Source: an optimization exercise on an open RTL-to-GDS flow (aim: small area). Production flows keep margins and buffers that such runs may drop. The RTL was checked by simulation tests, not by an equivalence proof against the original design.

==> 08-25: inputs <==
## noc_router
module noc_router (
  input  wire          clk,
  input  wire          rst,
  input  wire [1:0]    cfg_my_id,
  input  wire [19:0]   cfg_lut_l,
  input  wire [19:0]   cfg_lut_r,
  input  wire [4:0]    in_valid,
  input  wire [94:0]   in_flit,
  input  wire [9:0]    in_credit,
  input  wire [4:0]    out_ready,
  output wire [4:0]    out_valid,
  output wire [94:0]   out_flit,
  input  wire [9:0]    credit_ready,
  output wire [9:0]    out_credit,
  output wire          fault,
  output wire [3:0]    fault_code,
  output wire [3:0]    fault_info
);
==> module nr_alloc, before the edit <==
module nr_alloc (
  input  wire        clk, rst,
  input  wire [24:0] dm,
  input  wire [4:0]  vs, hdr, eqv,
  input  wire [9:0]  ca_nz, igp,
  output wire [4:0]  full
);
  localparam N = 5;
  reg [N-1:0] m [0:N-1];        
  reg [N-1:0] ok;
  reg [N-1:0] win [0:N-1];
  reg [N-1:0] mn  [0:N-1];
  reg [N-1:0] frc, claimed;
  reg [N-1:0] fullr;
  reg [N-1:0] col, mreq;
  reg         two;
  integer i, k;
  always @* begin
    for (i = 0; i < N; i = i + 1) begin
      ok[i] = 1'b1;
      for (k = 0; k < N; k = k + 1)
        if (dm[i*N + k] && !(ca_nz[k*2 + vs[i]] && (igp[k*2 + vs[i]] || !hdr[i]) && !eqv[k]))
          ok[i] = 1'b0;
    end
    for (k = 0; k < N; k = k + 1) begin
      for (i = 0; i < N; i = i + 1)
        col[i] = ok[i] && dm[i*N + k];
      mreq = col & m[k];
      if (mreq == 5'd0)
        mreq = col;
      win[k] = mreq & ~(mreq - 5'd1);
      mn[k][0] = win[k][4];
      mn[k][1] = win[k][4] | win[k][0];
      mn[k][2] = win[k][4] | win[k][0] | win[k][1];
      mn[k][3] = win[k][4] | win[k][0] | win[k][1] | win[k][2];
      mn[k][4] = 1'b1;
    end
    claimed = 5'd0;
    for (i = 0; i < N; i = i + 1) begin
      two = 1'b0;
      for (k = 0; k < N; k = k + 1)
        if (dm[i*N + k] && (dm[i*N +: N] & ~(5'd1 << k)) != 5'd0)
          two = 1'b1;
      frc[i] = two && (win[0][i] || win[1][i]) && ((dm[i*N +: N] & claimed) == 5'd0);
      if (frc[i])
        claimed = claimed | dm[i*N +: N];
    end
    for (i = 0; i < N; i = i + 1) begin
      fullr[i] = (dm[i*N +: N] != 5'd0);
      for (k = 0; k < N; k = k + 1)
        if (dm[i*N + k] && !(win[k][i] && !claimed[k]))
          fullr[i] = 1'b0;
      fullr[i] = fullr[i] || frc[i];
    end
  end
  assign full = fullr;
  integer a;
  always @(posedge clk)
    for (a = 0; a < N; a = a + 1)
      if (rst)
        m[a] <= 5'b11111;
      else if (win[a] != 5'd0)
        m[a] <= mn[a];
endmodule
export LEC_CHECK = 0
export ABC_AREA = 1
export ABC_CLOCK_PERIOD_IN_PS = 11000
export CAP_MARGIN = 20
export CORE_MARGIN = 2
export CORE_UTILIZATION = 40
export CTS_BUF_LIST = sky130_fd_sc_hd__clkbuf_8
export SETUP_SLACK_MARGIN = 0.3
export SLEW_MARGIN = 20
create_clock -name core_clock -period 22.0 [get_ports {clk}]
run.sh (not shown) runs the stock make flow with config.mk's settings and CLKGATE_MAP_FILE= SYNTH_SCRIPT=/design/flow/synth_recipe.tcl, a recipe that flattens the netlist after the stock synthesis.
==> 09-19 (differences from 08-25) <==
==> flow/flow/run.sh (new file) <==
#!/bin/bash
# Own layout flow: the standard ORFS flow (standard.sh) with
#  - synthesis identical to the standard one up to abc, and abc run with an
#    area-oriented script (flow/abc.script); registers are unchanged, which
#    is checked against a run of the standard synthesis below;
#  - ports buffered with the smallest buffer (BUFFER_PORTS_ARGS);
#  - clock tree synthesis without dummy loads (CTS_ARGS).
# Each tool's full output goes to a log file in this folder.
set -euo pipefail
W=$(pwd)
export OWN_ABC_SCRIPT=$W/flow/abc.script
KNOBS=$(sed -n 's/^export \([A-Z_]*\) = \(.*\)$/\1=\2/p' config.mk | grep -v -E '^(PLATFORM|DESIGN_NAME|DESIGN_NICKNAME|VERILOG_FILES|SDC_FILE|NUM_CORES|LEC_CHECK)=' || true)

# standard synthesis, for the register check
make -C "$FLOW_HOME" DESIGN_CONFIG=$W/config.mk WORK_HOME=$W/ref CLKGATE_MAP_FILE= \
  SYNTH_SCRIPT=$W/synth_recipe.tcl $KNOBS synth > $W/ref_synth.log 2>&1

# own synthesis into the layout's work folder
make -C "$FLOW_HOME" DESIGN_CONFIG=$W/config.mk WORK_HOME=$W/orfs CLKGATE_MAP_FILE= \
  SYNTH_SCRIPT=$W/flow/synth.tcl $KNOBS synth > $W/own_synth.log 2>&1

R=orfs/results/$FLOW_PLATFORM/noc_router/base
python3 - "$W/ref/results/$FLOW_PLATFORM/noc_router/base/1_2_yosys.v" "$W/$R/1_2_yosys.v" > $W/reg_check.log 2>&1 <<'PY' || { echo "register check failed; using the standard synthesis" >> $W/reg_check.log; rm -rf $W/orfs; }
import re, sys
def regs(path):
    out = {}
    for m in re.finditer(r'^\s*(sky130_fd_sc_hd__\w*df\w*|sky130_fd_sc_hd__\w*dl\w*)\s+(\S+)\s*\(', open(path).read(), re.M):
        out[m.group(2)] = re.sub(r'_\d+$', '', m.group(1))
    return out
a, b = regs(sys.argv[1]), regs(sys.argv[2])
print(len(a), "standard registers,", len(b), "own")
if a != b:
    print("differ:", sorted(set(a.items()) ^ set(b.items()))[:20])
    sys.exit(1)
print("registers match")
PY

bash standard.sh finish BUFFER_PORTS_ARGS="-buffer_cell sky130_fd_sc_hd__buf_1" \
  CTS_ARGS="-sink_clustering_enable -repair_clock_nets -dont_use_dummy_load" > $W/layout.log 2>&1
==> flow/flow/abc.script (new file) <==
strash
dc2
drw
dc2
&get -n
&st
&dch -f
&nf -R 1000
&put
==> flow/flow/synth.tcl (new file) <==
# The standard synthesis script (synth_recipe.tcl), with abc run on this
# flow's own area-oriented script. Everything before abc (and so every
# register, its name and its cell) is the standard synthesis's.
proc synth {args} { yosys synth -nofsm -noshare {*}$args }
proc abc {args} {
  set i [lsearch -exact $args -script]
  if { $i >= 0 } {
    lset args [expr {$i + 1}] $::env(OWN_ABC_SCRIPT)
  }
  yosys abc {*}$args
}
source $::env(SCRIPTS_DIR)/synth.tcl
# left out here: clear keep_hierarchy, flatten, clean up, hide names made inside functions, write 1_2_yosys.v
==> flow/standard.sh (new file) <==
#!/bin/bash
# synth_recipe.tcl (not shown) runs the flow's synth.tcl, then flattens the netlist and writes it again
# the make line also repeats each setting of config.mk as NAME=value (left out here)
make -C /OpenROAD-flow-scripts/flow DESIGN_CONFIG=/design/flow/config.mk WORK_HOME=/design/flow/orfs CLKGATE_MAP_FILE= SYNTH_SCRIPT=/design/flow/synth_recipe.tcl "${@:-finish}"
--- a/flow/config.mk
+++ b/flow/config.mk
@@ -11,5 +11,4 @@
 export CORE_MARGIN = 2
 export CORE_UTILIZATION = 40
-export CTS_BUF_LIST = sky130_fd_sc_hd__clkbuf_8
 export SETUP_SLACK_MARGIN = 0.3
 export SLEW_MARGIN = 20
removed: flow/run.sh
==> 10-08 (differences from 08-25) <==
--- a/flow/design.v
+++ b/flow/design.v
@@ -155,5 +155,5 @@
   reg [N-1:0] win [0:N-1];
   reg [N-1:0] mn  [0:N-1];
-  reg [N-1:0] frc, claimed;
+  reg [N-1:0] cand, frc, claimed;
   reg [N-1:0] fullr;
   reg [N-1:0] col, mreq;
@@ -180,5 +180,4 @@
       mn[k][4] = 1'b1;
     end
-    claimed = 5'd0;
     for (i = 0; i < N; i = i + 1) begin
       two = 1'b0;
@@ -186,8 +185,16 @@
         if (dm[i*N + k] && (dm[i*N +: N] & ~(5'd1 << k)) != 5'd0)
           two = 1'b1;
-      frc[i] = two && (win[0][i] || win[1][i]) && ((dm[i*N +: N] & claimed) == 5'd0);
+      cand[i] = two && (win[0][i] || win[1][i]);
+    end
+    for (i = 0; i < N; i = i + 1) begin
+      frc[i] = cand[i];
+      for (k = 0; k < i; k = k + 1)
+        if (cand[k] && (dm[i*N +: N] & dm[k*N +: N]) != 5'd0)
+          frc[i] = 1'b0;
+    end
+    claimed = 5'd0;
+    for (i = 0; i < N; i = i + 1)
       if (frc[i])
         claimed = claimed | dm[i*N +: N];
-    end
     for (i = 0; i < N; i = i + 1) begin
       fullr[i] = (dm[i*N +: N] != 5'd0);
==> flow/flow/run.sh (new file) <==
#!/bin/bash
# Own layout flow: the standard ORFS flow (standard.sh) with
#  - synthesis identical to the standard one up to abc, and abc run with an
#    area-oriented script (flow/abc.script); registers are unchanged, which
#    is checked against a run of the standard synthesis below;
#  - ports buffered with the smallest buffer (BUFFER_PORTS_ARGS);
#  - clock tree synthesis without dummy loads, with clkbuf_8 buffers and
#    clusters of at most 15 sinks within 60 um (CTS_ARGS).
# Each tool's full output goes to a log file in this folder.
set -euo pipefail
W=$(pwd)
export OWN_ABC_SCRIPT=$W/flow/abc.script
KNOBS=$(sed -n 's/^export \([A-Z_]*\) = \(.*\)$/\1=\2/p' config.mk | grep -v -E '^(PLATFORM|DESIGN_NAME|DESIGN_NICKNAME|VERILOG_FILES|SDC_FILE|NUM_CORES|LEC_CHECK)=' || true)

# standard synthesis, for the register check
make -C "$FLOW_HOME" DESIGN_CONFIG=$W/config.mk WORK_HOME=$W/ref CLKGATE_MAP_FILE= \
  SYNTH_SCRIPT=$W/synth_recipe.tcl $KNOBS synth > $W/ref_synth.log 2>&1

# own synthesis into the layout's work folder
make -C "$FLOW_HOME" DESIGN_CONFIG=$W/config.mk WORK_HOME=$W/orfs CLKGATE_MAP_FILE= \
  SYNTH_SCRIPT=$W/flow/synth.tcl $KNOBS synth > $W/own_synth.log 2>&1

R=orfs/results/$FLOW_PLATFORM/noc_router/base
python3 - "$W/ref/results/$FLOW_PLATFORM/noc_router/base/1_2_yosys.v" "$W/$R/1_2_yosys.v" > $W/reg_check.log 2>&1 <<'PY' || { echo "register check failed; using the standard synthesis" >> $W/reg_check.log; rm -rf $W/orfs; }
import re, sys
def regs(path):
    out = {}
    for m in re.finditer(r'^\s*(sky130_fd_sc_hd__\w*df\w*|sky130_fd_sc_hd__\w*dl\w*)\s+(\S+)\s*\(', open(path).read(), re.M):
        out[m.group(2)] = re.sub(r'_\d+$', '', m.group(1))
    return out
a, b = regs(sys.argv[1]), regs(sys.argv[2])
print(len(a), "standard registers,", len(b), "own")
if a != b:
    print("differ:", sorted(set(a.items()) ^ set(b.items()))[:20])
    sys.exit(1)
print("registers match")
PY

bash standard.sh finish BUFFER_PORTS_ARGS="-buffer_cell sky130_fd_sc_hd__buf_1" \
  CTS_ARGS="-sink_clustering_enable -repair_clock_nets -dont_use_dummy_load -sink_clustering_size 15 -sink_clustering_max_diameter 60 -buf_list sky130_fd_sc_hd__clkbuf_8" > $W/layout.log 2>&1
==> flow/flow/abc.script (new file) <==
strash
dc2
drw
dc2
irw
dc2
&get -n
&st
&dch -f
&nf -R 1000
&put
==> flow/flow/synth.tcl (new file) <==
# The standard synthesis script (synth_recipe.tcl), with abc run on this
# flow's own area-oriented script. Everything before abc (and so every
# register, its name and its cell) is the standard synthesis's.
proc synth {args} { yosys synth -nofsm -noshare {*}$args }
proc abc {args} {
  set i [lsearch -exact $args -script]
  if { $i >= 0 } {
    lset args [expr {$i + 1}] $::env(OWN_ABC_SCRIPT)
  }
  yosys abc {*}$args
}
source $::env(SCRIPTS_DIR)/synth.tcl
# left out here: clear keep_hierarchy, flatten, clean up, hide names made inside functions, write 1_2_yosys.v
==> flow/standard.sh (new file) <==
#!/bin/bash
# synth_recipe.tcl (not shown) runs the flow's synth.tcl, then flattens the netlist and writes it again
# the make line also repeats each setting of config.mk as NAME=value (left out here)
make -C /OpenROAD-flow-scripts/flow DESIGN_CONFIG=/design/flow/config.mk WORK_HOME=/design/flow/orfs CLKGATE_MAP_FILE= SYNTH_SCRIPT=/design/flow/synth_recipe.tcl "${@:-finish}"
--- a/flow/config.mk
+++ b/flow/config.mk
@@ -10,6 +10,6 @@
 export CAP_MARGIN = 20
 export CORE_MARGIN = 2
-export CORE_UTILIZATION = 40
-export CTS_BUF_LIST = sky130_fd_sc_hd__clkbuf_8
+export CORE_UTILIZATION = 50
+export PLACE_DENSITY = 0.7
 export SETUP_SLACK_MARGIN = 0.3
 export SLEW_MARGIN = 20
removed: flow/run.sh
==> results.tsv <==
metric	value	unit
crit path from	in_flit[35]	
Synth Area in XOR/XNOR	0.006109	
worst-margin pin slew	1.149	ns
hold_sp	g_out[4].u.c0.t[2]$_SDFF_PP1_	
Filler cells	7504	
Critical Path Stages	46	
outcome	timing/DRC/antenna clean	
The numbers above come from 10-08.

==> results.tsv <==
metric	value	unit
outcome	timing/DRC/antenna clean	
Filler cells	10240	
Synth Area in XOR/XNOR	0.005534	
largest family of logic cells by synthesized area	compound AO/OA/AOI/OAI gates	
worst-margin pin slew	1.166	ns
Critical Path Stages	56	
The numbers above come from 09-19.

==> results.tsv <==
metric	value	unit
outcome	timing/DRC/antenna clean	
Critical Path Stages	61	
crit path from	in_flit[92]	
Synth Area in XOR/XNOR	0.001809	
The numbers above come from 08-25.

==> re-timing with driven ports <==
In the flow no input, the clock included, has a driving cell. The finished layouts below were timed again as built, in two steps.
Step 1 sets driving cells, clkbuf_16 on the clock port and buf_2 on the other inputs (assumed; they add their load-dependent delay and slew).
Step 2 moves the port delays by t, midway between the first and last clock arrival at a register: inputs arrive t later, outputs are due t later. That takes back most of the time a late clock gives input paths.
Slacks: ideal ports / drivers / drivers and shift; pairs: ideal ports / drivers.
run	shift t [ns]	setup slack, ns	latest minus earliest clock arrival (ns)	pins driven straight from the clock port
08-25	1.008	1.072 / 1.049 / 1.049	0.058 / 0.058	1
09-19	0.768	0.797 / 0.753 / 0.753	0.088 / 0.088	1
10-08	0.811	0.819 / 0.778 / 0.778	0.089 / 0.089	1
After both steps setup and hold are still met in every run listed. The setup slack of 09-19, which loses most, moves by -0.044 ns with the drivers and by -0.044 ns with both steps.
